This is an optimization exercise on Yosys and OpenROAD, whose aim is small area, not a production implementation.
The RTL was checked by simulation tests, not by an equivalence proof against the original design.
No activity file was given, so power comes from the tool's default toggle rates.

==> flow/design.v <==
module i2cbb (
    input  wire        clk,
    input  wire        rst,           
    input  wire        host_req,
    input  wire        host_we,
    input  wire [11:0] host_addr,
    input  wire [31:0] host_wdata,
    output reg         host_resp,
    output reg         host_err,
    output reg  [31:0] host_rdata,
    output reg         scl_o,
    output reg         sda_o,
    input  wire        sda_i
);
    localparam [4:0] C_START = 5'b00001, C_STOP = 5'b00010, C_WRB = 5'b00011,
                     C_WACK = 5'b00100, C_RDB = 5'b00101, C_SWAKE = 5'b01000,
                     C_SCFG = 5'b01001, C_SREAD = 5'b01010, C_DINIT = 5'b10000,
                     C_DWIN = 5'b10001, C_DPUTC = 5'b10011, C_DCUR = 5'b10100;
    function [7:0] init_byte(input [4:0] i);
        case (i)
            5'd0:  init_byte = 8'hAE;
            5'd1:  init_byte = 8'hD5;
            5'd2:  init_byte = 8'h80;
            5'd3:  init_byte = 8'hA8;
            5'd4:  init_byte = 8'h3F;
            5'd5:  init_byte = 8'hD3;
            5'd6:  init_byte = 8'h00;
            5'd7:  init_byte = 8'h40;
            5'd8:  init_byte = 8'h8D;
            5'd9:  init_byte = 8'h14;
            5'd10: init_byte = 8'h20;
            5'd11: init_byte = 8'h00;
            5'd12: init_byte = 8'hA1;
            5'd13: init_byte = 8'hC8;
            5'd14: init_byte = 8'hDA;
            5'd15: init_byte = 8'h12;
            5'd16: init_byte = 8'h81;
            5'd17: init_byte = 8'hCF;
            5'd18: init_byte = 8'hD9;
            5'd19: init_byte = 8'hF1;
            5'd20: init_byte = 8'hDB;
            5'd21: init_byte = 8'h40;
            5'd22: init_byte = 8'hA4;
            5'd23: init_byte = 8'hA6;
            default: init_byte = 8'hAF;
        endcase
    endfunction
    function [39:0] glyph(input [7:0] ch);
        case (ch)
            8'h25: glyph = 40'h23_13_08_64_62;
            8'h2E: glyph = 40'h00_60_60_00_00;
            8'h30: glyph = 40'h3E_51_49_45_3E;
            8'h31: glyph = 40'h00_42_7F_40_00;
            8'h32: glyph = 40'h42_61_51_49_46;
            8'h33: glyph = 40'h21_41_45_4B_31;
            8'h34: glyph = 40'h18_14_12_7F_10;
            8'h35: glyph = 40'h27_45_45_45_39;
            8'h36: glyph = 40'h3C_4A_49_49_30;
            8'h37: glyph = 40'h01_71_09_05_03;
            8'h38: glyph = 40'h36_49_49_49_36;
            8'h39: glyph = 40'h06_49_49_29_1E;
            8'h3A: glyph = 40'h00_36_36_00_00;
            8'h41: glyph = 40'h7E_11_11_11_7E;
            8'h43: glyph = 40'h3E_41_41_41_22;
            8'h45: glyph = 40'h7F_49_49_49_41;
            8'h4D: glyph = 40'h7F_02_0C_02_7F;
            8'h50: glyph = 40'h7F_09_09_09_06;
            8'h54: glyph = 40'h01_01_7F_01_01;
            8'h55: glyph = 40'h3F_40_40_40_3F;
            8'hB0: glyph = 40'h00_06_09_09_06;
            default: glyph = 40'h0;
        endcase
    endfunction
    reg         ctrl_abort;
    reg  [15:0] delay_r;
    reg  [6:0]  sns_addr;
    reg  [6:0]  dsp_addr;
    reg  [31:0] sns_cfg_q;
    reg         cfg_wr;           
    reg         st_busy;
    reg         st_ack;
    reg  [1:0]  st_phase;
    reg  [1:0]  st_err;
    reg  [6:0]  st_nackcnt;       
    reg         st_svalid;
    reg  [7:0]  rxdata_q;
    reg         rx_wr;            
    reg  [111:0] samp_q;          
    reg         samp_wr;          
    reg  [111:0] ring;            
    reg  [3:0]   rc;              
    reg          sda_smp;         
    wire [31:0] sns_cfg = cfg_wr ? sns_cfg_q : 32'd0;
    reg  [4:0]  op;
    reg  [22:0] cf;               
    reg  [4:0]  ti;               
    reg  [4:0]  k;                
    reg  [3:0]  b;                
    reg  [1:0]  ph;               
    reg  [15:0] tmr;
    reg         aborting;
    reg         fin;
    reg  [6:0]  nacks;
    reg         lastack;
    wire is_raw   = (op[4:3] == 2'b00);
    wire is_sread = (op == C_SREAD);
    wire is_dputc = (op == C_DPUTC);
    wire ready    = (tmr == delay_r);
    localparam T_S = 2'd0, T_P = 2'd1, T_W = 2'd2, T_R = 2'd3;
    reg  [1:0] tok;
    reg  [7:0] byte_v;
    reg  [6:0] dev;
    reg  [39:0] gl;
    reg  [3:0]  pj;
    reg         rack;
    reg         last_ti;
    always @(*) begin
        dev = op[4] ? dsp_addr : sns_addr;
        gl  = glyph(cf[7:0]);
        pj  = k[3:0] - 4'd2;
        rack = is_raw ? cf[0] : (k != 5'd13);
        case (op)
            C_SCFG:  last_ti = (ti == 5'd3);
            C_DINIT: last_ti = (ti == 5'd24);
            C_DWIN:  last_ti = (ti == 5'd5);
            C_DCUR:  last_ti = (ti == 5'd2);
            default: last_ti = 1'b1;
        endcase
        if (aborting) tok = T_P;
        else if (is_raw) begin
            case (op[2:0])
                3'd1: tok = T_S;
                3'd2: tok = T_P;
                3'd5: tok = T_R;
                default: tok = T_W;
            endcase
        end else if (is_sread) begin
            if (k == 5'd27 || k == 5'd30) tok = T_S;
            else if (k == 5'd14) tok = T_P;
            else if (k[4]) tok = T_W;
            else tok = T_R;
        end else begin
            if (k == 5'd0) tok = T_S;
            else if (k == (is_dputc ? 5'd9 : 5'd4)) tok = T_P;
            else tok = T_W;
        end
        byte_v = 8'h00;
        if (is_raw) byte_v = cf[7:0];
        else if (is_sread) begin
            if (k == 5'd29) byte_v = 8'h3B;
            else byte_v = {sns_addr, k[0]};
        end else if (k == 5'd1) byte_v = {dev, 1'b0};
        else if (pj == 4'd0) begin
            case (op)
                C_SWAKE: byte_v = 8'h6B;
                C_SCFG:  byte_v = 8'h19 + {6'd0, ti[1:0]};
                C_DPUTC: byte_v = 8'h40;
                default: byte_v = 8'h00;
            endcase
        end else begin
            case (op)
                C_SCFG: case (ti[1:0])
                    2'd0: byte_v = sns_cfg[7:0];
                    2'd1: byte_v = sns_cfg[15:8];
                    2'd2: byte_v = sns_cfg[23:16];
                    default: byte_v = sns_cfg[31:24];
                endcase
                C_DINIT: byte_v = init_byte(ti);
                C_DWIN: case (ti[2:0])
                    3'd0: byte_v = 8'h21;
                    3'd1: byte_v = {1'b0, cf[6:0]};
                    3'd2: byte_v = {1'b0, cf[14:8]};
                    3'd3: byte_v = 8'h22;
                    3'd4: byte_v = {5'd0, cf[18:16]};
                    default: byte_v = {5'd0, cf[22:20]};
                endcase
                C_DCUR: case (ti[1:0])
                    2'd0: byte_v = {5'b10110, cf[10:8]};
                    2'd1: byte_v = {4'h0, cf[3:0]};
                    default: byte_v = {5'b00010, cf[6:4]};
                endcase
                C_DPUTC: case (pj)
                    4'd1: byte_v = gl[39:32];
                    4'd2: byte_v = gl[31:24];
                    4'd3: byte_v = gl[23:16];
                    4'd4: byte_v = gl[15:8];
                    4'd5: byte_v = gl[7:0];
                    default: byte_v = 8'h00;
                endcase
                default: byte_v = 8'h00;
            endcase
        end
    end
    wire b8 = b[3];
    reg  v;
    always @(*) begin
        case (tok)
            T_S: v = 1'b1;
            T_P: v = 1'b0;
            T_W: v = b8 ? 1'b1 : byte_v[~b[2:0]];
            default: v = b8 ? ~rack : 1'b1;
        endcase
    end
    wire sp      = (tok == T_S) || (tok == T_P);
    wire smp     = (tok == T_W) ? b8 : ((tok == T_R) && !b8);
    wire b_last  = !tok[1] || b8 || (op == C_WRB && b[2:0] == 3'd7);
    wire ackslot = (tok == T_W) && b8;
    wire nack    = sda_smp;
    wire rsmp    = (tok == T_R) && !b8;       
    wire align   = fin ? (rc == 4'd0 || !(op == C_RDB || is_sread))
                       : (ph != 2'd2 || !rsmp || rc == k[3:0]);
    wire tick    = st_busy && ready && align;
    wire ins     = tick && !fin && ph == 2'd2 && rsmp;
    wire [31:0] w = host_wdata;
    reg         legal;
    always @(*) begin
        case (w[31:24])
            8'h01, 8'h02, 8'h04, 8'h10, 8'h11, 8'h12, 8'h20:
                legal = (w[23:0] == 24'd0);
            8'h03, 8'h23: legal = (w[23:8] == 16'd0);
            8'h05: legal = (w[23:1] == 23'd0);
            8'h21: legal = !w[23] && !w[19] && !w[15] && !w[7];
            8'h24: legal = (w[23:11] == 13'd0) && !w[7];
            default: legal = 1'b0;
        endcase
    end
    wire w_raw    = (w[31:28] == 4'h0);
    wire w_seqerr = w_raw ? (w[31:24] != 8'h01 && st_phase == 2'd0) : (st_phase != 2'd0);
    wire [9:0] widx = host_addr[11:2];
    wire aligned = (host_addr[1:0] == 2'b00);
    wire mapped  = (widx[9:4] == 6'd0 && widx[3:0] <= 4'd8) ||
                   (widx[9:3] == 7'b0000010 && widx[2:0] != 3'd7);
    wire ronly   = widx[4] || widx[3:0] == 4'd2 || widx[3:0] == 4'd4 || widx[3:0] == 4'd5;
    wire acc_ok  = aligned && mapped;
    wire wr_ok   = host_req && host_we && acc_ok && !ronly && !st_busy && !rst;
    wire cmd_wr  = wr_ok && (widx[3:0] == 4'd3);
    wire accept  = cmd_wr && legal && !w_seqerr;
    reg  [4:0] rsel;
    always @(*) begin
        host_rdata = 32'd0;
        case (rsel)
            5'h00: host_rdata = {31'd0, ctrl_abort};
            5'h01: host_rdata = {16'd0, delay_r};
            5'h02: host_rdata = {15'd0, st_svalid, 1'b0, st_nackcnt, 2'b00, st_err, st_phase, st_ack, st_busy};
            5'h04: host_rdata = {24'd0, rx_wr ? rxdata_q : 8'd0};
            5'h05: host_rdata = {29'd0, sda_smp, sda_o, scl_o};
            5'h06: host_rdata = {25'd0, sns_addr};
            5'h07: host_rdata = {25'd0, dsp_addr};
            5'h08: host_rdata = sns_cfg;
            5'h10: host_rdata = samp_wr ? {{16{samp_q[111]}}, samp_q[111:96]} : 32'd0;
            5'h11: host_rdata = samp_wr ? {{16{samp_q[95]}},  samp_q[95:80]}  : 32'd0;
            5'h12: host_rdata = samp_wr ? {{16{samp_q[79]}},  samp_q[79:64]}  : 32'd0;
            5'h13: host_rdata = samp_wr ? {{16{samp_q[63]}},  samp_q[63:48]}  : 32'd0;
            5'h14: host_rdata = samp_wr ? {{16{samp_q[47]}},  samp_q[47:32]}  : 32'd0;
            5'h15: host_rdata = samp_wr ? {{16{samp_q[31]}},  samp_q[31:16]}  : 32'd0;
            5'h16: host_rdata = samp_wr ? {{16{samp_q[15]}},  samp_q[15:0]}   : 32'd0;
            default: host_rdata = 32'd0;
        endcase
    end
    integer i;
    reg [111:0] burst;
    always @(*)
        for (i = 0; i < 112; i = i + 1)
            burst[i] = ring[14 * (i % 8) + 13 - (111 - i) / 8];
    always @(posedge clk) begin
        host_resp <= host_req && !rst;
        host_err  <= host_req && (!acc_ok || (host_we && (ronly || st_busy)));
        rsel      <= widx[4:0];
        tmr       <= (tick || accept) ? 16'd0 : tmr + {15'd0, !ready};
        rc        <= (rc == 4'd13) ? 4'd0 : rc + 4'd1;
        for (i = 0; i < 8; i = i + 1)
            ring[14*i +: 14] <= {ring[14*i +: 13],
                                 (ins && b[2:0] == 3'd7 - i) ? sda_i : ring[14*i + 13]};
        if (rst) begin
            ctrl_abort <= 1'b1;
            delay_r    <= 16'd4;
            sns_addr   <= 7'h68;
            dsp_addr   <= 7'h3C;
            cfg_wr     <= 1'b0;
            st_busy    <= 1'b0;
            st_ack     <= 1'b0;
            st_phase   <= 2'd0;
            st_err     <= 2'd0;
            st_nackcnt <= 7'd0;
            st_svalid  <= 1'b0;
            rx_wr      <= 1'b0;
            samp_wr    <= 1'b0;
            scl_o      <= 1'b1;
            sda_o      <= 1'b1;
            sda_smp    <= 1'b1;
        end else begin
            if (wr_ok) begin
                case (widx[3:0])
                    4'h0: ctrl_abort <= w[0];
                    4'h1: delay_r    <= w[15:0];
                    4'h6: sns_addr   <= w[6:0];
                    4'h7: dsp_addr   <= w[6:0];
                    4'h8: begin sns_cfg_q <= w; cfg_wr <= 1'b1; end
                    default: ;
                endcase
            end
            if (cmd_wr && !legal) begin
                st_err <= 2'd2; st_nackcnt <= 7'd0;
            end else if (cmd_wr && w_seqerr) begin
                st_err <= 2'd3; st_nackcnt <= 7'd0;
            end
            if (accept) begin
                st_busy  <= 1'b1;
                op       <= {w[29:28], w[26:24]};
                cf       <= w[22:0];
                ti       <= 5'd0;
                k        <= (w[29:28] == 2'b01 && w[26:24] == 3'd2) ? 5'd27 : 5'd0;
                b        <= (w[26:24] == 3'd4 && w[29:28] == 2'b00) ? 4'd8 : 4'd0;
                ph       <= 2'd0;
                aborting <= 1'b0;
                fin      <= 1'b0;
                nacks    <= 7'd0;
            end
            if (tick) begin
                if (fin) begin
                    st_busy    <= 1'b0;
                    st_nackcnt <= nacks;
                    if (op == C_WACK || !is_raw) st_ack <= lastack;
                    st_err   <= aborting ? 2'd1 : 2'd0;
                    st_phase <= (op == C_START) ? 2'd1 :
                                (is_raw && op != C_STOP) ? 2'd2 : 2'd0;
                    if (op == C_RDB) begin rxdata_q <= burst[111:104]; rx_wr <= 1'b1; end
                    if (is_sread) begin
                        st_svalid <= !aborting;
                        if (!aborting) begin samp_q <= burst; samp_wr <= 1'b1; end
                    end
                end else begin
                    ph <= ph + 2'd1;
                    case (ph)
                        2'd0: sda_o <= v;
                        2'd1: scl_o <= 1'b1;
                        2'd2: begin
                            if (sp) sda_o <= ~v;
                            if (smp) sda_smp <= sda_i;
                        end
                        default: if (tok != T_P) scl_o <= 1'b0;
                    endcase
                    if (ph == 2'd3) begin
                        if (!b_last) b <= b + 4'd1;
                        else begin
                            b <= 4'd0;
                            if (ackslot) begin
                                lastack <= !nack;
                                nacks   <= nacks + {6'd0, nack};
                            end
                            if (ackslot && nack && !is_raw && ctrl_abort) aborting <= 1'b1;
                            else if (aborting || is_raw) fin <= 1'b1;
                            else if (tok == T_P) begin
                                if (is_sread || last_ti) fin <= 1'b1;
                                else begin ti <= ti + 5'd1; k <= 5'd0; end
                            end else k <= k + 5'd1;
                        end
                    end
                end
            end
        end
    end
endmodule
==> flow/flow/run.sh <==
#!/bin/bash
# Own layout flow: the standard synthesis, then the combinational logic
# between the registers is re-mapped by ABC for area (registers, their names
# and cell types are kept), then the standard layout from floorplan on.
set -euo pipefail
W=$(pwd)
F=$W/flow
R=$W/orfs/results/$FLOW_PLATFORM/i2cbb/base
LIB=$FLOW_HOME/platforms/$FLOW_PLATFORM/lib/sky130_fd_sc_hd__tt_025C_1v80.lib

bash standard.sh synth > $W/std_synth.log 2>&1

cp $R/1_2_yosys.v $W/std_synth.v
# sequential cells stay black boxes; everything else is flattened to logic
SEQ=$(awk '/^ *cell *\(/ {gsub(/[()";]/," "); c=$2} /^ *(ff|latch|statetable) *\(/ {print c}' $LIB | sort -u | tr '\n' ' ')
DU=""
for c in $(cat $F/dont_use.txt); do DU="$DU -dont_use $c"; done
cat > $W/remap.ys <<EOS
read_liberty -ignore_miss_func $LIB
blackbox $SEQ
read_verilog $W/std_synth.v
hierarchy -top $FLOW_TOP
flatten
delete t:\$scopeinfo
opt -purge
abc -script $F/remap.abc -liberty $LIB $DU
setundef -zero
splitnets
opt_clean -purge
hilomap -singleton -hicell sky130_fd_sc_hd__conb_1 HI -locell sky130_fd_sc_hd__conb_1 LO
insbuf -buf sky130_fd_sc_hd__buf_4 A X
opt_clean -purge
read_liberty -lib $LIB
stat -liberty $LIB
write_verilog -noattr -nohex -nodec $W/remap.v
EOS
yosys -s $W/remap.ys > $W/remap.log 2>&1
cp $W/remap.v $R/1_2_yosys.v
rm -f $R/1_synth.odb $R/1_synth.sdc

# clock tree without dummy loads; ports buffered with the smallest buffer
bash standard.sh finish "CTS_ARGS=-sink_clustering_enable -repair_clock_nets -dont_use_dummy_load -buf_list sky130_fd_sc_hd__clkbuf_4 -sink_clustering_size 8 -sink_clustering_max_diameter 50" \
  "BUFFER_PORTS_ARGS=-buffer_cell sky130_fd_sc_hd__buf_1" > $W/std_layout.log 2>&1
==> flow/flow/dont_use.txt <==
sky130_fd_sc_hd__lpflow_bleeder_1
sky130_fd_sc_hd__lpflow_clkbufkapwr_1
sky130_fd_sc_hd__lpflow_clkbufkapwr_16
sky130_fd_sc_hd__lpflow_clkbufkapwr_2
sky130_fd_sc_hd__lpflow_clkbufkapwr_4
sky130_fd_sc_hd__lpflow_clkbufkapwr_8
sky130_fd_sc_hd__lpflow_clkinvkapwr_1
sky130_fd_sc_hd__lpflow_clkinvkapwr_16
sky130_fd_sc_hd__lpflow_clkinvkapwr_2
sky130_fd_sc_hd__lpflow_clkinvkapwr_4
sky130_fd_sc_hd__lpflow_clkinvkapwr_8
sky130_fd_sc_hd__lpflow_decapkapwr_12
sky130_fd_sc_hd__lpflow_decapkapwr_3
sky130_fd_sc_hd__lpflow_decapkapwr_4
sky130_fd_sc_hd__lpflow_decapkapwr_6
sky130_fd_sc_hd__lpflow_decapkapwr_8
sky130_fd_sc_hd__lpflow_inputiso0n_1
sky130_fd_sc_hd__lpflow_inputiso0p_1
sky130_fd_sc_hd__lpflow_inputiso1n_1
sky130_fd_sc_hd__lpflow_inputiso1p_1
sky130_fd_sc_hd__lpflow_inputisolatch_1
sky130_fd_sc_hd__lpflow_isobufsrc_1
sky130_fd_sc_hd__lpflow_isobufsrc_16
sky130_fd_sc_hd__lpflow_isobufsrc_2
sky130_fd_sc_hd__lpflow_isobufsrc_4
sky130_fd_sc_hd__lpflow_isobufsrc_8
sky130_fd_sc_hd__lpflow_isobufsrckapwr_16
sky130_fd_sc_hd__lpflow_lsbuf_lh_hl_isowell_tap_1
sky130_fd_sc_hd__lpflow_lsbuf_lh_hl_isowell_tap_2
sky130_fd_sc_hd__lpflow_lsbuf_lh_hl_isowell_tap_4
sky130_fd_sc_hd__lpflow_lsbuf_lh_isowell_4
sky130_fd_sc_hd__lpflow_lsbuf_lh_isowell_tap_1
sky130_fd_sc_hd__lpflow_lsbuf_lh_isowell_tap_2
sky130_fd_sc_hd__lpflow_lsbuf_lh_isowell_tap_4
sky130_fd_sc_hd__probe_p_8
sky130_fd_sc_hd__probec_p_8
==> flow/flow/remap.abc <==
strash
&get -n
&deepsyn -T 30
&put
dch -f
map -a
mfs2 -a
strash
dch -f
map -a
mfs2
strash
dch -f
amap
==> flow/standard.sh <==
#!/bin/bash
# synth_recipe.tcl (not shown) runs the flow's synth.tcl, then flattens the netlist and writes it again
# the make line also repeats each setting of config.mk as NAME=value (left out here)
make -C /OpenROAD-flow-scripts/flow DESIGN_CONFIG=/design/flow/config.mk WORK_HOME=/design/flow/orfs CLKGATE_MAP_FILE= SYNTH_SCRIPT=/design/flow/synth_recipe.tcl "${@:-finish}"
==> flow/config.mk <==
export PLATFORM = sky130hd
export DESIGN_NAME = i2cbb
export DESIGN_NICKNAME = i2cbb
export VERILOG_FILES = /design/flow/design.v
export SDC_FILE = /design/flow/constraint.sdc
export NUM_CORES = 4
export LEC_CHECK = 0
export CAP_MARGIN = 20
export CORE_MARGIN = 2
export CORE_UTILIZATION = 40
export SLEW_MARGIN = 20
==> flow/constraint.sdc <==
create_clock -name core_clock -period 8.0 [get_ports {clk}]
set_input_delay 1.6000 -clock core_clock [delete_from_list [all_inputs] [get_ports {clk}]]
set_output_delay 1.6000 -clock core_clock [all_outputs]
set_load 0.01 [all_outputs]
==> results.rst, run 1 <==
.. list-table::
   :header-rows: 1

   * - Metric
     - Value
   * - Register-to-Register Path Depth
     - 23
   * - Share of the clock period used by the worst path
     - approximately three quarters
   * - Relative area change from synthesis to final layout
     - 10.2%
   * - Total wire length
     - between 40000 and 50000 microns
   * - Worst Path Arrival
     - 6.55 ns
   * - Number of hold buffers added after CTS
     - 0
   * - Overall power of the completed layout
     - 3.40 mW
   * - CTS buffer count
     - 58
   * - Final Cell Area
     - about 0.017 sq mm
   * - Final Non-Filler Cells
     - 2154
   * - Clock tree from TritonCTS
     - built
   * - Fillcell total
     - 3746
   * - Number of antenna violations at the first check in global routing
     - 3
   * - FF/Latch Area
     - around 0.010 sq mm
   * - Multi-input gate area
     - 0.00481 sq mm
   * - Post-synthesis instance area
     - roughly 0.016 sq mm
   * - DP HPWL
     - around 37000 microns
   * - Leakage power total
     - 5.58 nW
   * - Cell breakdown of the critical path
     - clkinv_1, a22oi_1, o221ai_1, a2111oi_0, nand4b_1, nor3_1, nand2_1, nor3_1, clkinv_1, nor2_1, nand3_1, nor2_1, nand2_1, nor2_1, o32ai_1, o22ai_1, clkinv_1, nor2_1, clkinv_1, nor2_1, nor3_1, nor2_1, o21ai_0
   * - Required arrival time at the worst endpoint
     - around 8.7 ns
   * - Number of buffers inserted by port buffering
     - 84
   * - Setup repair after global routing missed its margin
     - false
   * - Top achievable clock speed
     - 0.170 GHz
   * - Post-synthesis net count
     - around 1500
   * - Total GRT Usage
     - 24.2%
   * - Vias post-DR
     - about 12000
   * - Worst slack, placed
     - approximately 1.9 ns
   * - Critical Path Max Stage Delay
     - around 0.56 ns
   * - Warnings from Yosys
     - 1
   * - Hold crit path type
     - flip-flop to flip-flop
   * - Placed inst area
     - roughly 0.017 sq mm
   * - Length of the first detailed-routing pass in iterations
     - 5
   * - Remaining global-route overflow
     - 0
   * - Clock insertion delay at the later pin of the skew report
     - ~0.8 ns
   * - Start-to-end type of the worst setup path
     - flip-flop to flip-flop
   * - Clock root buffer
     - sky130_fd_sc_hd__clkbuf_4
   * - Total number of cells along the worst setup path
     - 23
   * - Slew of the pin with the lowest slew margin
     - between 1 and 1.5 ns
   * - Number of primary I/O pins
     - 85
   * - Total of cells resized after clock tree synthesis
     - 0
   * - Post-CTS Setup Inserts
     - 0
   * - Num rows
     - 72
   * - Cell area power density
     - just under 200 mW/mm^2
   * - Rel. slew slack
     - a little over a quarter
   * - Mapped Cells
     - 1474
   * - Effective utilization at floorplan
     - between 40% and 50%
   * - Global-route wire length before repair
     - about 75000 microns
   * - Total number of H-tree levels
     - 2
   * - Initial DRC count
     - between 1000 and 1500
   * - Via count of the first global-routing pass
     - between 10000 and 15000
   * - Final weighted congestion in routability-driven placement
     - 0.962
   * - Sort of element at the end of the critical path
     - flip-flop
   * - Placeable core area
     - a little under 0.04 sq mm
   * - Floorplan die area
     - between 0.04 and 0.05 sq mm
   * - Largest net degree at the start of global routing
     - a little over 70
   * - Number of DRC violations after detailed routing
     - 0
   * - Critical path's slowest cell
     - sky130_fd_sc_hd__nor3_1
   * - Number of clock sinks
     - about 400
   * - Most numerous cell on the critical path
     - sky130_fd_sc_hd__nor2_1
   * - Largest delay contributor family on the critical path
     - simple AND/OR/NAND/NOR gates
   * - Min Tclk post-route
     - a little under 6 ns
   * - Net count, final
     - 1685
   * - Largest buffer count on any clock path
     - 3
   * - Final setup skew
     - between 0.1 and 0.15 ns
   * - Final number of max-transition violations
     - 0
   * - Average size of a mapped cell
     - around 11 sq um
   * - Maximum fanout count along the critical path
     - 9
   * - Cell Count Post-Placement
     - ~2100
   * - Final hold violation count
     - 0
   * - Post-route antenna net violation count
     - 0
   * - Crit path launch type
     - flip-flop
   * - Maximum Capacitance Violations
     - 0
   * - Final setup violation count
     - 0
   * - Vias per inst
     - roughly 5.8
   * - Depth of the worst hold-timing path
     - 0
   * - Worst-case vdd ir drop
     - approximately 130 uV
   * - Layout cells sized above 1
     - just over 5%
   * - Setup TNS
     - 0 ns
   * - Clock-pin slew on the worst setup and hold paths
     - 0.09 ns
   * - Bufs and invs on worst path
     - 4
   * - Width of the die
     - just over 200 microns
   * - Routed length per instance
     - 22.8 microns
   * - Status
     - complete, no violations
   * - Setup ws final
     - between 2 and 2.5 ns
   * - Height of the die
     - 202 microns
layout by cell type, fill, tap and decap left out, drive strengths merged, types with 7 or more instances in the layout:
cell type and n:
dfxtp 198, nand3 32, a22oi 26, o21ai 86, or3 16, o221ai 19, nor2 218, clkinv 201
a221oi 17, nor4 12, clkbuf 58, nand2 104, o22ai 61, a21oi 50, or2 9, o31ai 7
buf 102, o32ai 8, or4 8, a222oi 22, a2111oi 9, edfxtp 204, a211oi 14, a31oi 18
nor3 71
state kept, by name, indices dropped and copies added, names as in the netlist, 7 cells and up, named ones only:
register,flops
cf,21
delay_r,16
dsp_addr,7
nacks,7
ring,112
rxdata_q,8
samp_q,112
sns_addr,7
sns_cfg_q,32
st_nackcnt,7
tmr,16
worst reg2reg max path: stages (launching register included):
cell                        delay [ns]
sky130_fd_sc_hd__dfxtp_1          0.32
sky130_fd_sc_hd__clkinv_1         0.13
sky130_fd_sc_hd__a22oi_1          0.25
sky130_fd_sc_hd__o221ai_1         0.16
sky130_fd_sc_hd__a2111oi_0        0.37
sky130_fd_sc_hd__nand4b_1         0.15
sky130_fd_sc_hd__nor3_1           0.56
sky130_fd_sc_hd__nand2_1          0.36
sky130_fd_sc_hd__nor3_1           0.29
sky130_fd_sc_hd__clkinv_1         0.22
sky130_fd_sc_hd__nor2_1           0.27
sky130_fd_sc_hd__nand3_1          0.32
sky130_fd_sc_hd__nor2_1           0.29
sky130_fd_sc_hd__nand2_1          0.13
sky130_fd_sc_hd__nor2_1           0.16
sky130_fd_sc_hd__o32ai_1          0.11
sky130_fd_sc_hd__o22ai_1          0.56
sky130_fd_sc_hd__clkinv_1         0.28
sky130_fd_sc_hd__nor2_1           0.27
sky130_fd_sc_hd__clkinv_1         0.12
sky130_fd_sc_hd__nor2_1           0.17
sky130_fd_sc_hd__nor3_1           0.07
sky130_fd_sc_hd__nor2_1           0.10
sky130_fd_sc_hd__o21ai_0          0.10
where the power goes:
| part | switching, mW | internal [mW] |
|---|---|---|
| Clock | 0.640 | 0.331 |
| Sequential | 0.0324 | 2.19 |
| Combinational | 0.140 | 0.0717 |
stage by stage:
step / hold WS (ns) / util (%)
after CTS: 0.292 / 44.6
after global routing: 0.294 / 44.6
after detailed placement: 0.332 / 43.4
after global placement: 0.328 / 43.4
final: 0.314 / 44.6
after floorplan: 0.327 / -
final cells by class:
cell class	instances	share of cell area [%]
flip-flops and latches	402	58.7
multi-input cells	871	28.0
inverters	201	4.39
well taps	518	3.77
repair buffers	102	2.62
clock buffers	58	2.53
diodes	2	0.0291
worst paths after layout:
check / start / endpoint / slack (ns)
setup reg to reg: delay_r[1]$_SDFFE_PP0P_ / flip-flop / 2.12
setup / recovery: delay_r[1]$_SDFFE_PP0P_ / flip-flop / 2.12
hold reg to reg: ring[18]$_DFF_P_ / ring[19]$_DFF_P_ / 0.31
hold / removal: ring[18]$_DFF_P_ / ring[19]$_DFF_P_ / 0.31
layer usage:
| metal | wire (microns) | track usage [%] |
|---|---|---|
| met4 | 1430 | 7.98 |
| met3 | 3450 | 4.37 |
| met1 | 21300 | 33.0 |
| met2 | 23000 | 39.2 |
| met5 | 0 | 0 |
==> run 2, diff against run 1 <==
==> flow/flow/remap.abc (replaced) <==
strash
&get -n
&deepsyn -T 120
&put
dch -f
map -a
mfs2 -a
strash
dch -f
map -a
mfs2
strash
dch -f
amap
--- a/flow/config.mk
+++ b/flow/config.mk
@@ -8,4 +8,5 @@
 export CAP_MARGIN = 20
 export CORE_MARGIN = 2
-export CORE_UTILIZATION = 40
+export CORE_UTILIZATION = 60
+export GPL_TIMING_DRIVEN = 0
 export SLEW_MARGIN = 20
==> results.rst, run 2 <==
.. list-table::
   :header-rows: 1

   * - Metric
     - Value
   * - Status
     - complete, no violations
   * - Global-route wire length before repair
     - ~72000 microns
   * - Total wire length
     - just under 50000 microns
   * - Number of primary I/O pins
     - 85
   * - Hold crit path type
     - flip-flop to flip-flop
   * - Required arrival time at the worst endpoint
     - between 8 and 9 ns
   * - Cell area power density
     - between 150 and 200 mW/mm^2
   * - Relative area change from synthesis to final layout
     - 9.50%
   * - Setup repair after global routing missed its margin
     - false
   * - Share of the clock period used by the worst path
     - slightly below 90%
   * - Origin of the worst min-delay path
     - ring[1]$_DFF_P_
   * - Final setup violation count
     - 0
   * - Net count, final
     - 1660
   * - Maximum fanout count along the critical path
     - 14
   * - Length of the first detailed-routing pass in iterations
     - 6
   * - Num rows
     - 58
   * - Largest net degree at the start of global routing
     - 38
   * - Height of the die
     - about 160 microns
   * - Clock tree from TritonCTS
     - built
   * - Remaining global-route overflow
     - 0
   * - RR Startpoint
     - k[0]$_DFFE_PN_
   * - Bufs and invs on worst path
     - 5
   * - Effective utilization at floorplan
     - 61.3%
   * - Final number of max-transition violations
     - 0
   * - Worst Path Arrival
     - 7.56 ns
   * - Layout cells sized above 1
     - a little under 6%
   * - Total of cells resized after clock tree synthesis
     - 0
   * - Worst-case vdd ir drop
     - around 160 uV
   * - Total GRT Usage
     - ~36%
   * - Number of hold buffers added after CTS
     - 0
   * - Hold slack
     - 0.330 ns
   * - Average size of a mapped cell
     - ~11 sq um
   * - Hold path endpoint
     - ring[2]$_DFF_P_
   * - Largest delay contributor family on the critical path
     - simple AND/OR/NAND/NOR gates
   * - Clock insertion delay at the later pin of the skew report
     - 0.72 ns
   * - Commonest cells after routing, fill and taps aside
     - sky130_fd_sc_hd__edfxtp_1 (204), sky130_fd_sc_hd__dfxtp_1 (198), sky130_fd_sc_hd__nor2_1 (191)
   * - Slew of the pin with the lowest slew margin
     - 1.22 ns
   * - Register-to-Register Path Depth
     - 24
   * - Final hold violation count
     - 0
   * - Commonest non-fill, non-tap cell in the layout
     - sky130_fd_sc_hd__edfxtp_1
   * - Vias per inst
     - roughly 6.5
   * - Clock-pin slew on the worst setup and hold paths
     - approximately 0.080 ns
   * - Post-CTS Setup Inserts
     - 0
   * - Vias post-DR
     - around 13000
   * - Min Tclk post-route
     - ~7 ns
   * - Routed length per instance
     - about 25 microns
   * - Sort of element at the end of the critical path
     - flip-flop
   * - Via count of the first global-routing pass
     - 12000
   * - Largest buffer count on any clock path
     - 3
   * - Top achievable clock speed
     - between 0.1 and 0.15 GHz
   * - Warnings from Yosys
     - 1
   * - Regs by FF count
     - ring (112), samp_q (112), sns_cfg_q (32)
   * - Number of antenna violations at the first check in global routing
     - 2
   * - DP HPWL
     - 36300 microns
   * - Post-synthesis net count
     - between 1000 and 1500
   * - Number of DRC violations after detailed routing
     - 0
   * - Start-to-end type of the worst setup path
     - input pin to flip-flop
   * - Total number of H-tree levels
     - 2
   * - Fillcell total
     - ~2000
   * - Mapped Cells
     - around 1400
   * - Placed inst area
     - approximately 0.017 sq mm
   * - Placeable core area
     - between 0.02 and 0.03 sq mm
   * - Width of the die
     - 165 microns
   * - Rel. slew slack
     - roughly 16%
   * - Setup TNS
     - 0 ns
   * - Maximum Capacitance Violations
     - 0
   * - Final Cell Area
     - 0.0170 sq mm
   * - Leakage power total
     - around 5.7 nW
   * - Initial DRC count
     - around 1700
   * - Critical Path Max Stage Delay
     - approximately 0.70 ns
   * - Clock root buffer
     - sky130_fd_sc_hd__clkbuf_4
   * - Crit path launch type
     - input pin
   * - Worst R2R Setup Slack
     - between 1 and 1.5 ns
   * - Post-route antenna net violation count
     - 0
   * - Post-synthesis instance area
     - 0.0155 sq mm
   * - Final setup skew
     - around 0.09 ns
   * - CTS buffer count
     - slightly below 60
   * - Depth of the worst hold-timing path
     - 0
   * - Core occupancy in the finished layout
     - between 60 and 70%
   * - Final weighted congestion in routability-driven placement
     - approximately 1
   * - Floorplan die area
     - ~0.027 sq mm
   * - Number of clock sinks
     - ~400
   * - Critical path's slowest cell
     - sky130_fd_sc_hd__nor4_1
   * - Number of buffers inserted by port buffering
     - 84
## run 2: layer usage
metal	up-vias	wire length [microns]	GRT usage [%]
met1	6007	18900	48.7
met5	-	0	0
met2	810	21000	54.3
met3	158	5630	8.86
li1	5717	-	-
met4	0	2600	17.4
## run 2: cell type report
class	instances	area (sq um)	area share, %
Sequential cell	402	10100	59.3
Multi-Input combinational cell	876	4880	28.7
Inverter	170	639	3.76
Timing Repair Buffer	103	549	3.23
Clock buffer	58	435	2.56
Tap cell	330	413	2.43
Antenna cell	1	2.50	0.0147
## run 2: per-stage QoR
step | setup WS [ns] | total power, mW | instances
6_report | 1.02 | 3.30 | 1940
5_1_grt | 0.544 | 3.40 | 1940
4_1_cts | 1.18 | 3.30 | 1939
3_5_place_dp | 0.480 | 2.38 | 1881
3_3_place_gp | -2.24 | 2.37 | 1862
2_1_floorplan | 0.565 | 2.31 | 1448
## run 2: worst reg2reg max path, cell delays in order (launching register included)
cell and delay, ns:
sky130_fd_sc_hd__edfxtp_1 0.62, sky130_fd_sc_hd__clkinv_1 0.42, sky130_fd_sc_hd__nor2_1 0.47, sky130_fd_sc_hd__clkinv_1 0.40, sky130_fd_sc_hd__o41ai_1 0.46, sky130_fd_sc_hd__o21ai_0 0.18
sky130_fd_sc_hd__o21ai_0 0.45, sky130_fd_sc_hd__nand2_1 0.24, sky130_fd_sc_hd__or3_1 0.52, sky130_fd_sc_hd__nor2_1 0.19, sky130_fd_sc_hd__clkinv_1 0.13, sky130_fd_sc_hd__nor3_1 0.29
sky130_fd_sc_hd__o32ai_1 0.14, sky130_fd_sc_hd__o22ai_1 0.60, sky130_fd_sc_hd__nor2_1 0.12, sky130_fd_sc_hd__nor2_1 0.26, sky130_fd_sc_hd__a31oi_1 0.15, sky130_fd_sc_hd__o21a_1 0.16
sky130_fd_sc_hd__nor2_1 0.12, sky130_fd_sc_hd__o31ai_1 0.09, sky130_fd_sc_hd__nand2_1 0.10, sky130_fd_sc_hd__clkinv_1 0.07, sky130_fd_sc_hd__o22ai_1 0.21, sky130_fd_sc_hd__clkinv_1 0.09
sky130_fd_sc_hd__o221ai_1 0.16
## run 2: report_power, final
part	leakage [nW]	total [mW]	internal [mW]	switching, mW
clock	0.267	0.961	0.331	0.630
combinational	1.93	0.154	0.0419	0.112
sequential	3.51	2.18	2.17	0.0161
total	5.71	3.30	2.54	0.758
## run 2: worst max-delay path by stage
stage	from	endpoint	slack, ns	depth (start not counted)
5_1_grt	host_wdata[3]	flip-flop	0.54	25
6_report	host_wdata[3]	flip-flop	1.02	25
2_1_floorplan	delay_r[7]$_SDFFE_PP0P_	samp_wr$_SDFFE_PP0P_	0.57	16
3_5_place_dp	host_wdata[3]	flip-flop	0.48	25
3_3_place_gp	delay_r[7]$_SDFFE_PP0P_	samp_wr$_SDFFE_PP0P_	-2.24	16
4_1_cts	host_wdata[3]	flip-flop	1.18	25
==> run 3, diff against run 2 <==
--- a/flow/config.mk
+++ b/flow/config.mk
@@ -8,5 +8,4 @@
 export CAP_MARGIN = 20
 export CORE_MARGIN = 2
-export CORE_UTILIZATION = 60
-export GPL_TIMING_DRIVEN = 0
+export CORE_UTILIZATION = 55
 export SLEW_MARGIN = 20
==> results.rst, run 3 <==
.. list-table::
   :header-rows: 1

   * - Metric
     - Value
   * - Status
     - complete, no violations
   * - Floorplan die area
     - 0.0296 sq mm
   * - Number of hold buffers added after CTS
     - 0
   * - Crit path launch type
     - flip-flop
   * - Sort of element at the end of the critical path
     - flip-flop
   * - Via count of the first global-routing pass
     - between 10000 and 15000
   * - Relative area change from synthesis to final layout
     - 9.16%
   * - Post-synthesis instance area
     - between 0.015 and 0.02 sq mm
   * - Placeable core area
     - between 0.02 and 0.03 sq mm
   * - Setup TNS
     - 0 ns
   * - Worst slack, placed
     - ~1.0 ns
   * - Post-route antenna net violation count
     - 0
   * - Critical Path Max Stage Delay
     - 0.73 ns
   * - Clock root buffer
     - sky130_fd_sc_hd__clkbuf_4
   * - Worst Path Arrival
     - roughly 7.3 ns
   * - CTS buffer count
     - 57
   * - Commonest non-fill, non-tap cell in the layout
     - sky130_fd_sc_hd__edfxtp_1
   * - Top achievable clock speed
     - ~0.15 GHz
   * - Length of the first detailed-routing pass in iterations
     - 7
   * - Width of the die
     - ~170 microns
   * - Slew of the pin with the lowest slew margin
     - about 1.0 ns
   * - Hold slack
     - roughly 0.33 ns
   * - Fillcell total
     - approximately 2400
   * - Warnings from Yosys
     - 1
   * - Number of buffers inserted by port buffering
     - 84
   * - Height of the die
     - roughly 170 microns
   * - Cell area power density
     - approximately 190 mW/mm^2
   * - DP HPWL
     - between 30000 and 40000 microns
   * - Mapped Cells
     - around 1400
   * - Maximum fanout count along the critical path
     - 11
   * - Setup repair after global routing missed its margin
     - false
   * - Post-synthesis net count
     - about 1500
   * - Commonest cells after routing, fill and taps aside
     - sky130_fd_sc_hd__edfxtp_1 (204), sky130_fd_sc_hd__dfxtp_1 (198), sky130_fd_sc_hd__nor2_1 (193)
   * - Number of antenna violations at the first check in global routing
     - 2
   * - Rel. slew slack
     - between 30% and 40%
   * - Effective utilization at floorplan
     - between 50% and 60%
   * - Total GRT Usage
     - 33.3%
   * - Register-to-Register Path Depth
     - 24
   * - Average size of a mapped cell
     - between 10 and 15 sq um
   * - Clock insertion delay at the later pin of the skew report
     - roughly 0.78 ns
   * - Number of clock sinks
     - between 400 and 500
   * - Leakage power total
     - ~5.7 nW
   * - Start-to-end type of the worst setup path
     - flip-flop to flip-flop
   * - Layout cells sized above 1
     - ~5.1%
   * - Core occupancy in the finished layout
     - roughly three fifths
   * - RR Startpoint
     - k[0]$_DFFE_PN_
   * - Routed length per instance
     - about 25 microns
   * - Clock-pin slew on the worst setup and hold paths
     - ~0.1 ns
   * - Worst R2R Setup Slack
     - between 1 and 1.5 ns
   * - Setup ws final
     - between 1 and 1.5 ns
   * - Regs by FF count
     - ring (112), samp_q (112), sns_cfg_q (32)
   * - Largest buffer count on any clock path
     - 3
   * - Vias per inst
     - 6.39
   * - Placed inst area
     - around 0.017 sq mm
   * - Required arrival time at the worst endpoint
     - 8.63 ns
   * - Number of DRC violations after detailed routing
     - 0
   * - Total of cells resized after clock tree synthesis
     - 0
   * - Final weighted congestion in routability-driven placement
     - ~1.1
   * - Net count, final
     - roughly 1700
   * - Critical path's slowest cell
     - sky130_fd_sc_hd__edfxtp_1
   * - Worst-case vdd ir drop
     - approximately 160 uV
   * - Post-CTS Setup Inserts
     - 0
   * - Vias post-DR
     - around 13000
   * - Setup crit start
     - k[0]$_DFFE_PN_
   * - Final setup violation count
     - 0
   * - Cell breakdown of the critical path
     - clkinv_1, nor2_1, clkinv_1, o41ai_1, o21ai_0, o21ai_0, nand2_1, or3_1, nor2_1, clkinv_1, nor3_1, o32ai_1, o22ai_1, nor2_1, nor2_1, a31oi_1, o21a_1, nor2_1, o31ai_1, nand2_1, clkinv_1, o22ai_1, clkinv_1, o221ai_1
   * - Final Cell Area
     - between 0.015 and 0.02 sq mm
   * - Final setup skew
     - ~0.098 ns
   * - Clock tree from TritonCTS
     - built
   * - Initial DRC count
     - approximately 1500
   * - Number of primary I/O pins
     - 85
   * - Largest net degree at the start of global routing
     - about 110
   * - Share of the clock period used by the worst path
     - 83.6%
   * - Remaining global-route overflow
     - 0
   * - Maximum Capacitance Violations
     - 0
   * - Num rows
     - roughly 60
   * - Total number of H-tree levels
     - 2
   * - Final number of max-transition violations
     - 0
   * - Multi-input gate area
     - slightly below 0.005 sq mm
   * - Final hold violation count
     - 0
   * - Min Tclk post-route
     - 6.69 ns
   * - FF/Latch Area
     - 0.0101 sq mm
   * - Hold crit path type
     - flip-flop to flip-flop
   * - Global-route wire length before repair
     - just over 70000 microns
   * - Total wire length
     - 49100 microns
run 3: how the worst min path moves through the flow:
stage / from / endpoint / slack [ns] / cells past startpoint
after floorplan: ring[99]$_DFF_P_ / ring[100]$_DFF_P_ / 0.33 / 0
after global placement: ring[95]$_DFF_P_ / ring[96]$_DFF_P_ / 0.33 / 0
after detailed placement: ring[82]$_DFF_P_ / ring[83]$_DFF_P_ / 0.33 / 0
after CTS: ring[54]$_DFF_P_ / ring[55]$_DFF_P_ / 0.33 / 0
after global routing: ring[82]$_DFF_P_ / ring[83]$_DFF_P_ / 0.35 / 0
final: ring[96]$_DFF_P_ / ring[97]$_DFF_P_ / 0.33 / 0
run 3: layout make-up:
type | instances | area share, %
Antenna cell | 4 | 0.0590
Clock buffer | 57 | 2.52
Inverter | 170 | 3.76
Multi-Input combinational cell | 876 | 28.7
Sequential cell | 402 | 59.5
Tap cell | 378 | 2.79
Timing Repair Buffer | 101 | 2.69
run 3: metal layers:
layer,vias up,GRT usage [%],routed length (microns)
li1,5724,-,-
met1,6058,44.0,19200
met2,748,53.0,22400
met3,170,6.23,4870
met4,2,16.4,2630
met5,-,0,13
run 3: metrics by stage:
step / power, mW / cells
floorplan: 2.31 / 1448
detailed placement: 2.38 / 1927
global route: 3.40 / 1985
CTS: 3.30 / 1984
global placement: 2.38 / 1927
finish: 3.29 / 1988
run 3: worst max-delay path, delay by kind of cell, from the launching register on:
| family | cells | cell delay [ns] |
|---|---|---|
| buf+inv | 5 | 1.08 |
| simple gates | 9 | 2.23 |
| compound gates | 10 | 2.53 |
| flops | 1 | 0.73 |
run 3: where the power goes:
group	switching, mW	total, mW	internal, mW
clock network	0.633	0.958	0.325
registers	0.0178	2.18	2.17
logic	0.110	0.152	0.0429
total	0.760	3.29	2.53
==> run 4, diff against run 3 <==
--- a/flow/design.v
+++ b/flow/design.v
@@ -99,9 +99,9 @@
     reg  [1:0]  ph;               
     reg  [15:0] tmr;
-    reg         aborting;
     reg         fin;
     reg  [6:0]  nacks;
-    reg         lastack;
+    reg         lastack;          
     wire is_raw   = (op[4:3] == 2'b00);
+    wire aborting = !is_raw && ctrl_abort && !lastack;
     wire is_sread = (op == C_SREAD);
     wire is_dputc = (op == C_DPUTC);
@@ -313,5 +313,5 @@
                 b        <= (w[26:24] == 3'd4 && w[29:28] == 2'b00) ? 4'd8 : 4'd0;
                 ph       <= 2'd0;
-                aborting <= 1'b0;
+                lastack  <= 1'b1;
                 fin      <= 1'b0;
                 nacks    <= 7'd0;
@@ -349,5 +349,6 @@
                                 nacks   <= nacks + {6'd0, nack};
                             end
-                            if (ackslot && nack && !is_raw && ctrl_abort) aborting <= 1'b1;
+                            if (ackslot && nack && !is_raw && ctrl_abort)
+                                ;    
                             else if (aborting || is_raw) fin <= 1'b1;
                             else if (tok == T_P) begin
--- a/flow/flow/run.sh
+++ b/flow/flow/run.sh
@@ -16,5 +16,9 @@
 DU=""
 for c in $(cat $F/dont_use.txt); do DU="$DU -dont_use $c"; done
-cat > $W/remap.ys <<EOS
+# four ABC runs with different random seeds; the smallest result is kept
+remap() {
+  local S=$1
+  sed "s/&deepsyn -T 120/\&deepsyn -T 120 -S $S/" $F/remap.abc > $W/remap_$S.abc
+  cat > $W/remap_$S.ys <<EOS
 read_liberty -ignore_miss_func $LIB
 blackbox $SEQ
@@ -24,5 +28,5 @@
 delete t:\$scopeinfo
 opt -purge
-abc -script $F/remap.abc -liberty $LIB $DU
+abc -script $W/remap_$S.abc -liberty $LIB $DU
 setundef -zero
 splitnets
@@ -33,7 +37,20 @@
 read_liberty -lib $LIB
 stat -liberty $LIB
-write_verilog -noattr -nohex -nodec $W/remap.v
+write_verilog -noattr -nohex -nodec $W/remap_$S.v
 EOS
-yosys -s $W/remap.ys > $W/remap.log 2>&1
+  yosys -s $W/remap_$S.ys > $W/remap_$S.log 2>&1 || true
+}
+for S in 1 2 3 4; do remap $S & done
+wait
+BEST=""; BA=""
+for S in 1 2 3 4; do
+  A=$(grep "Chip area" $W/remap_$S.log 2>/dev/null | awk '{print $NF}' || true)
+  if [[ -n "$A" && -s $W/remap_$S.v ]]; then
+    if [[ -z "$BA" ]] || awk -v a="$A" -v b="$BA" 'BEGIN {exit !(a < b)}'; then BEST=$S; BA=$A; fi
+  fi
+done
+echo "remap seeds: best $BEST area $BA" > $W/remap.log
+grep -H "Chip area" $W/remap_*.log >> $W/remap.log || true
+if [[ -n "$BEST" ]]; then cp $W/remap_$BEST.v $W/remap.v; else cp $W/std_synth.v $W/remap.v; fi
 cp $W/remap.v $R/1_2_yosys.v
 rm -f $R/1_synth.odb $R/1_synth.sdc
==> results.rst, run 4 <==
.. list-table::
   :header-rows: 1

   * - Metric
     - Value
   * - DP HPWL
     - between 30000 and 40000 microns
   * - Share of the clock period used by the worst path
     - between 70% and 80%
   * - Critical path's slowest cell
     - sky130_fd_sc_hd__a2111oi_0
   * - Warnings from Yosys
     - 1
   * - Number of DRC violations after detailed routing
     - 0
   * - Cell breakdown of the critical path
     - buf_1, or4_1, or4_1, a2111oi_0, nand3_1, nor2_1, clkinv_1, nor3_1, clkinv_1, a21oi_1, nor2_1, o22ai_1, clkinv_1, nor2_1, o21ai_0, o21ai_0, o311ai_0
   * - Setup ws final
     - between 1.5 and 2 ns
   * - Largest delay contributor family on the critical path
     - compound AO/OA/AOI/OAI gates
   * - Number of antenna violations at the first check in global routing
     - 2
   * - Min Tclk post-route
     - 6.05 ns
   * - Floorplan die area
     - 0.0294 sq mm
   * - Worst-case vdd ir drop
     - roughly 170 uV
   * - Maximum fanout count along the critical path
     - 12
   * - Post-CTS Setup Inserts
     - 0
   * - Initial DRC count
     - roughly 1500
   * - Final number of max-transition violations
     - 0
   * - Total GRT Usage
     - a little under a third
   * - Width of the die
     - 171 microns
   * - Clock root buffer
     - sky130_fd_sc_hd__clkbuf_4
   * - Total number of H-tree levels
     - 2
   * - Via count of the first global-routing pass
     - approximately 11000
   * - Num rows
     - a little over 60
   * - Cell Count Post-Placement
     - approximately 1900
   * - Final hold violation count
     - 0
   * - Cell area power density
     - about 200 mW/mm^2
   * - Mapped Cells
     - between 1000 and 1500
   * - Hold crit path type
     - flip-flop to flip-flop
   * - Effective utilization at floorplan
     - 55.7%
   * - Setup repair after global routing missed its margin
     - false
   * - Rel. slew slack
     - between 20% and 30%
   * - Final setup skew
     - about 0.09 ns
   * - Routed length per instance
     - between 20 and 25 microns
   * - Post-synthesis instance area
     - 0.0154 sq mm
   * - Clock insertion delay at the later pin of the skew report
     - 0.72 ns
   * - Worst slack, placed
     - 1.44 ns
   * - Worst Path Arrival
     - 6.58 ns
   * - Number of hold buffers added after CTS
     - 0
   * - Fillcell total
     - between 2000 and 2500
   * - Height of the die
     - 171 microns
   * - Required arrival time at the worst endpoint
     - ~8.5 ns
   * - Status
     - complete, no violations
   * - Number of primary I/O pins
     - 85
   * - FF/Latch Area
     - 0.0101 sq mm
   * - Layout cells sized above 1
     - 5.18%
   * - CTS buffer count
     - 57
   * - Maximum Capacitance Violations
     - 0
   * - Regs by FF count
     - ring (112), samp_q (112), sns_cfg_q (32)
   * - Top achievable clock speed
     - around 0.17 GHz
   * - Total of cells resized after clock tree synthesis
     - 0
   * - Total wire length
     - 46400 microns
   * - Leakage power total
     - 5.52 nW
   * - Sort of element at the end of the critical path
     - flip-flop
   * - Placeable core area
     - ~0.028 sq mm
   * - Core occupancy in the finished layout
     - around three fifths
   * - Commonest non-fill, non-tap cell in the layout
     - sky130_fd_sc_hd__edfxtp_1
   * - Post-synthesis net count
     - around 1500
   * - Vias per inst
     - around 6.3
   * - Number of clock sinks
     - roughly 400
   * - Final weighted congestion in routability-driven placement
     - 0.961
   * - Length of the first detailed-routing pass in iterations
     - 7
   * - Slew of the pin with the lowest slew margin
     - approximately 1.1 ns
   * - Final setup violation count
     - 0
   * - Crit path launch type
     - input pin
   * - Start-to-end type of the worst setup path
     - input pin to flip-flop
   * - Clock tree from TritonCTS
     - built
   * - Multi-input gate area
     - roughly 0.0047 sq mm
   * - Relative area change from synthesis to final layout
     - 8.99%
   * - Net count, final
     - approximately 1600
   * - Final Non-Filler Cells
     - ~2000
   * - Clock-pin slew on the worst setup and hold paths
     - ~0.09 ns
   * - Average size of a mapped cell
     - between 10 and 15 sq um
   * - Number of buffers inserted by port buffering
     - 84
   * - Bufs and invs on worst path
     - 4
   * - Largest net degree at the start of global routing
     - 64
   * - Global-route wire length before repair
     - approximately 70000 microns
   * - Setup TNS
     - 0 ns
   * - Largest buffer count on any clock path
     - 3
   * - Remaining global-route overflow
     - 0
   * - Post-route antenna net violation count
     - 0
   * - Commonest cells after routing, fill and taps aside
     - sky130_fd_sc_hd__edfxtp_1 (203), sky130_fd_sc_hd__dfxtp_1 (198), sky130_fd_sc_hd__clkinv_1 (191)
   * - Critical Path Max Stage Delay
     - ~0.86 ns
   * - Overall power of the completed layout
     - 3.28 mW
   * - Vias post-DR
     - between 10000 and 15000
-- run 4: layout make-up --
cell class | instances | area share, %
flip-flops and latches | 401 | 59.8
clock buffers | 57 | 2.54
diodes | 1 | 0.0149
repair buffers | 101 | 2.63
inverters | 192 | 4.30
well taps | 378 | 2.81
multi-input cells | 832 | 27.9
-- run 4: final timing paths --
check | startpoint | end | slack, ns | depth (start not counted)
max | host_addr[0] | flip-flop | 1.95 | 17
max reg2reg | tmr[13]$_SDFF_PP0_ | flip-flop | 2.44 | 20
min reg2reg | ring[80]$_DFF_P_ | ring[81]$_DFF_P_ | 0.32 | 0
min | ring[80]$_DFF_P_ | ring[81]$_DFF_P_ | 0.32 | 0
-- run 4: per-stage QoR --
stage | instance area, sq um | hold WS (ns)
global route | 16800 | 0.343
global placement | 16400 | 0.327
CTS | 16800 | 0.337
floorplan | 15400 | 0.327
detailed placement | 16400 | 0.332
finish | 16800 | 0.324
-- run 4: worst register-to-register path, stage by stage (launching register included) --
cell and delay (ns):
sky130_fd_sc_hd__dfxtp_1 0.36, sky130_fd_sc_hd__clkinv_1 0.15, sky130_fd_sc_hd__a2111oi_0 0.43, sky130_fd_sc_hd__o221ai_1 0.19, sky130_fd_sc_hd__a2111oi_0 0.37, sky130_fd_sc_hd__o2111ai_1 0.25, sky130_fd_sc_hd__a211o_1 0.38, sky130_fd_sc_hd__or3_1 0.44
sky130_fd_sc_hd__nor2_1 0.22, sky130_fd_sc_hd__clkinv_1 0.26, sky130_fd_sc_hd__nor3_1 0.48, sky130_fd_sc_hd__and3_1 0.28, sky130_fd_sc_hd__nand2_1 0.08, sky130_fd_sc_hd__clkinv_1 0.07, sky130_fd_sc_hd__nor2_1 0.06, sky130_fd_sc_hd__o22ai_1 0.41
sky130_fd_sc_hd__clkinv_1 0.23, sky130_fd_sc_hd__nor2_1 0.29, sky130_fd_sc_hd__o21ai_0 0.13, sky130_fd_sc_hd__o21ai_0 0.13, sky130_fd_sc_hd__o311ai_0 0.16
-- run 4: metal layers --
layer  share of wire [%]  up-vias  wire [microns]  global-route usage, %
met5                   0        -               0                      0
li1                    -     5653               -                      -
met4                 3.1        0            1450                   9.99
met1                  42     5875           19300                   44.3
met2                  44      740           20500                   48.5
met3                  11      107            5150                   7.71
-- run 4: report_power, final --
part / internal [mW] / switching, mW
clock network: 0.325 / 0.634
logic: 0.0395 / 0.101
registers: 2.16 / 0.0162
==> run 5, diff against run 4 <==
--- a/flow/flow/run.sh
+++ b/flow/flow/run.sh
@@ -57,4 +57,4 @@
 
 # clock tree without dummy loads; ports buffered with the smallest buffer
-bash standard.sh finish "CTS_ARGS=-sink_clustering_enable -repair_clock_nets -dont_use_dummy_load -buf_list sky130_fd_sc_hd__clkbuf_4 -sink_clustering_size 8 -sink_clustering_max_diameter 50" \
+bash standard.sh finish "CTS_ARGS=-sink_clustering_enable -repair_clock_nets -dont_use_dummy_load -buf_list sky130_fd_sc_hd__clkbuf_4 -sink_clustering_size 10 -sink_clustering_max_diameter 40" \
   "BUFFER_PORTS_ARGS=-buffer_cell sky130_fd_sc_hd__buf_1" > $W/std_layout.log 2>&1
==> results.rst, run 5 <==
.. list-table::
   :header-rows: 1

   * - Metric
     - Value
   * - Status
     - complete, no violations
   * - Average size of a mapped cell
     - 10.8 sq um
   * - Vias per inst
     - between 6 and 7
   * - Crit path launch type
     - input pin
   * - Layout cells sized above 1
     - between 4 and 5%
   * - CTS buffer count
     - 52
   * - Clock-pin slew on the worst setup and hold paths
     - around 0.1 ns
   * - Number of primary I/O pins
     - 85
   * - Worst Path Arrival
     - roughly 6.6 ns
   * - Relative area change from synthesis to final layout
     - 8.77%
   * - Final hold violation count
     - 0
   * - Total GRT Usage
     - a little under a third
   * - Effective utilization at floorplan
     - 55.7%
   * - Core occupancy in the finished layout
     - 60.6%
   * - Total of cells resized after clock tree synthesis
     - 0
   * - Required arrival time at the worst endpoint
     - 8.50 ns
   * - Number of DRC violations after detailed routing
     - 0
   * - Floorplan die area
     - between 0.02 and 0.03 sq mm
   * - Number of antenna violations at the first check in global routing
     - 3
   * - Width of the die
     - 171 microns
   * - Share of the clock period used by the worst path
     - 75.9%
   * - Number of buffers inserted by port buffering
     - 84
   * - Sort of element at the end of the critical path
     - flip-flop
   * - Final Non-Filler Cells
     - between 1500 and 2000
   * - Global-route wire length before repair
     - 68700 microns
   * - Remaining global-route overflow
     - 0
   * - Vias post-DR
     - 12300
   * - Hold crit path type
     - flip-flop to flip-flop
   * - Regs by FF count
     - ring (112), samp_q (112), sns_cfg_q (32)
   * - Placeable core area
     - between 0.02 and 0.03 sq mm
   * - Commonest cells after routing, fill and taps aside
     - sky130_fd_sc_hd__edfxtp_1 (203), sky130_fd_sc_hd__dfxtp_1 (198), sky130_fd_sc_hd__clkinv_1 (191)
   * - Post-CTS Setup Inserts
     - 0
   * - Slew of the pin with the lowest slew margin
     - approximately 1.1 ns
   * - Worst slack, placed
     - approximately 1.4 ns
   * - Worst-case vdd ir drop
     - 196 uV
   * - Clock root buffer
     - sky130_fd_sc_hd__clkbuf_4
   * - Cell Count Post-Placement
     - 1904
   * - Final setup skew
     - 0.118 ns
   * - Largest buffer count on any clock path
     - 3
   * - Top achievable clock speed
     - around 0.16 GHz
   * - Setup repair after global routing missed its margin
     - false
   * - Via count of the first global-routing pass
     - between 10000 and 15000
   * - Final setup violation count
     - 0
   * - Initial DRC count
     - approximately 1600
   * - Setup ws final
     - a little under 2 ns
   * - Total wire length
     - 46200 microns
   * - Num rows
     - 61
   * - Total number of H-tree levels
     - 2
   * - Clock tree from TritonCTS
     - built
   * - Setup TNS
     - 0 ns
   * - Number of hold buffers added after CTS
     - 0
   * - Mapped Cells
     - between 1000 and 1500
   * - Maximum fanout count along the critical path
     - 12
   * - Length of the first detailed-routing pass in iterations
     - 7
   * - Post-synthesis net count
     - roughly 1500
   * - Clock insertion delay at the later pin of the skew report
     - roughly 0.73 ns
   * - Net count, final
     - 1629
   * - Min Tclk post-route
     - between 6 and 7 ns
   * - Leakage power total
     - approximately 5.5 nW
   * - Final number of max-transition violations
     - 0
   * - Post-route antenna net violation count
     - 0
   * - Cell area power density
     - approximately 190 mW/mm^2
   * - Start-to-end type of the worst setup path
     - input pin to flip-flop
   * - Fillcell total
     - ~2400
   * - Hold slack
     - 0.342 ns
   * - Largest net degree at the start of global routing
     - between 60 and 70
   * - Height of the die
     - 171 microns
   * - Maximum Capacitance Violations
     - 0
   * - Final weighted congestion in routability-driven placement
     - approximately 0.96
   * - Commonest non-fill, non-tap cell in the layout
     - sky130_fd_sc_hd__edfxtp_1
   * - DP HPWL
     - between 30000 and 40000 microns
   * - Routed length per instance
     - approximately 24 microns
   * - Post-synthesis instance area
     - approximately 0.015 sq mm
   * - Rel. slew slack
     - around 28%
   * - Warnings from Yosys
     - 1
   * - Number of clock sinks
     - 401
## run 5: cell type report
class	instances	area (sq um)	area share (%)
clock buffer	52	390	2.33
antenna	2	5.00	0.0298
sequential	401	10100	59.9
timing repair buffer	101	443	2.64
inverter	192	723	4.31
multi-input combinational	832	4690	27.9
tap	378	473	2.82
## run 5: critical path, cell delays in order
cell and delay (ns):
sky130_fd_sc_hd__buf_1 0.06, sky130_fd_sc_hd__or4_1 0.49, sky130_fd_sc_hd__or4_1 0.46, sky130_fd_sc_hd__a2111oi_0 0.84
sky130_fd_sc_hd__nand3_1 0.24, sky130_fd_sc_hd__nor2_1 0.20, sky130_fd_sc_hd__clkinv_1 0.12, sky130_fd_sc_hd__nor3_1 0.23
sky130_fd_sc_hd__clkinv_1 0.55, sky130_fd_sc_hd__a21oi_1 0.32, sky130_fd_sc_hd__nor2_1 0.10, sky130_fd_sc_hd__o22ai_1 0.41
sky130_fd_sc_hd__clkinv_1 0.23, sky130_fd_sc_hd__nor2_1 0.26, sky130_fd_sc_hd__o21ai_0 0.14, sky130_fd_sc_hd__o21ai_0 0.13
sky130_fd_sc_hd__o311ai_0 0.16
## run 5: final timing paths
check,from,endpoint,slack (ns),cells past startpoint
min reg2reg,ring[53]$_DFF_P_,ring[54]$_DFF_P_,0.34,0
max,host_addr[0],flip-flop,1.93,17
max reg2reg,delay_r[2]$_SDFFE_PP1P_,flip-flop,2.39,20
min,ring[53]$_DFF_P_,ring[54]$_DFF_P_,0.34,0
## run 5: metal layers
metal	global-route usage [%]	wire, microns	vias to the layer above
met3	7.96	5060	112
met4	11.1	1630	0
met5	0	0	-
li1	-	-	5642
met2	47.9	20200	731
met1	43.9	19300	5825
## run 5: where the power goes
| group | total (mW) | switching (mW) | internal, mW |
|---|---|---|---|
| registers | 2.18 | 0.0161 | 2.16 |
| logic | 0.140 | 0.101 | 0.0395 |
| clock network | 0.927 | 0.630 | 0.297 |
## run 5: through the flow
stage	area, sq um	power, mW
after floorplan	15400	2.29
after global placement	16400	2.36
after detailed placement	16400	2.36
after CTS	16800	3.26
after global routing	16800	3.35
final	16800	3.24

==> static timing again, ports no longer ideal <==
The results above use ideal ports. As a check the final layouts listed here were re-extracted and re-timed, cells and wires unchanged. Step 1, drivers: a clkbuf_16 drives clk and a buf_2 each remaining input, both assumed. Step 2 moves the port delays by t, midway between the first and last clock arrival at a register: inputs arrive t later, outputs are due t later. That takes back most of the time a late clock gives input paths. Slacks: ideal ports / drivers / drivers and shift; pairs: ideal ports / drivers.
| run | t, ns | slack for setup (ns) | worst hold slack (ns) |
|---|---|---|---|
| run 1 | 0.778 | 2.125 / 2.125 / 1.903 | 0.314 / 0.314 / 0.314 |
| run 2 | 0.723 | 1.022 / 1.039 / 0.316 | 0.330 / 0.330 / 0.330 |
| run 3 | 0.770 | 1.314 / 1.314 / 0.666 | 0.334 / 0.334 / 0.334 |
| run 4 | 0.732 | 1.949 / 1.960 / 1.250 | 0.324 / 0.324 / 0.324 |
| run 5 | 0.716 | 1.931 / 1.909 / 1.240 | 0.342 / 0.342 / 0.342 |
After both steps every run listed still meets setup and hold. The setup slack of run 2, which loses most, moves by +0.017 ns with the drivers and by -0.706 ns with both steps.
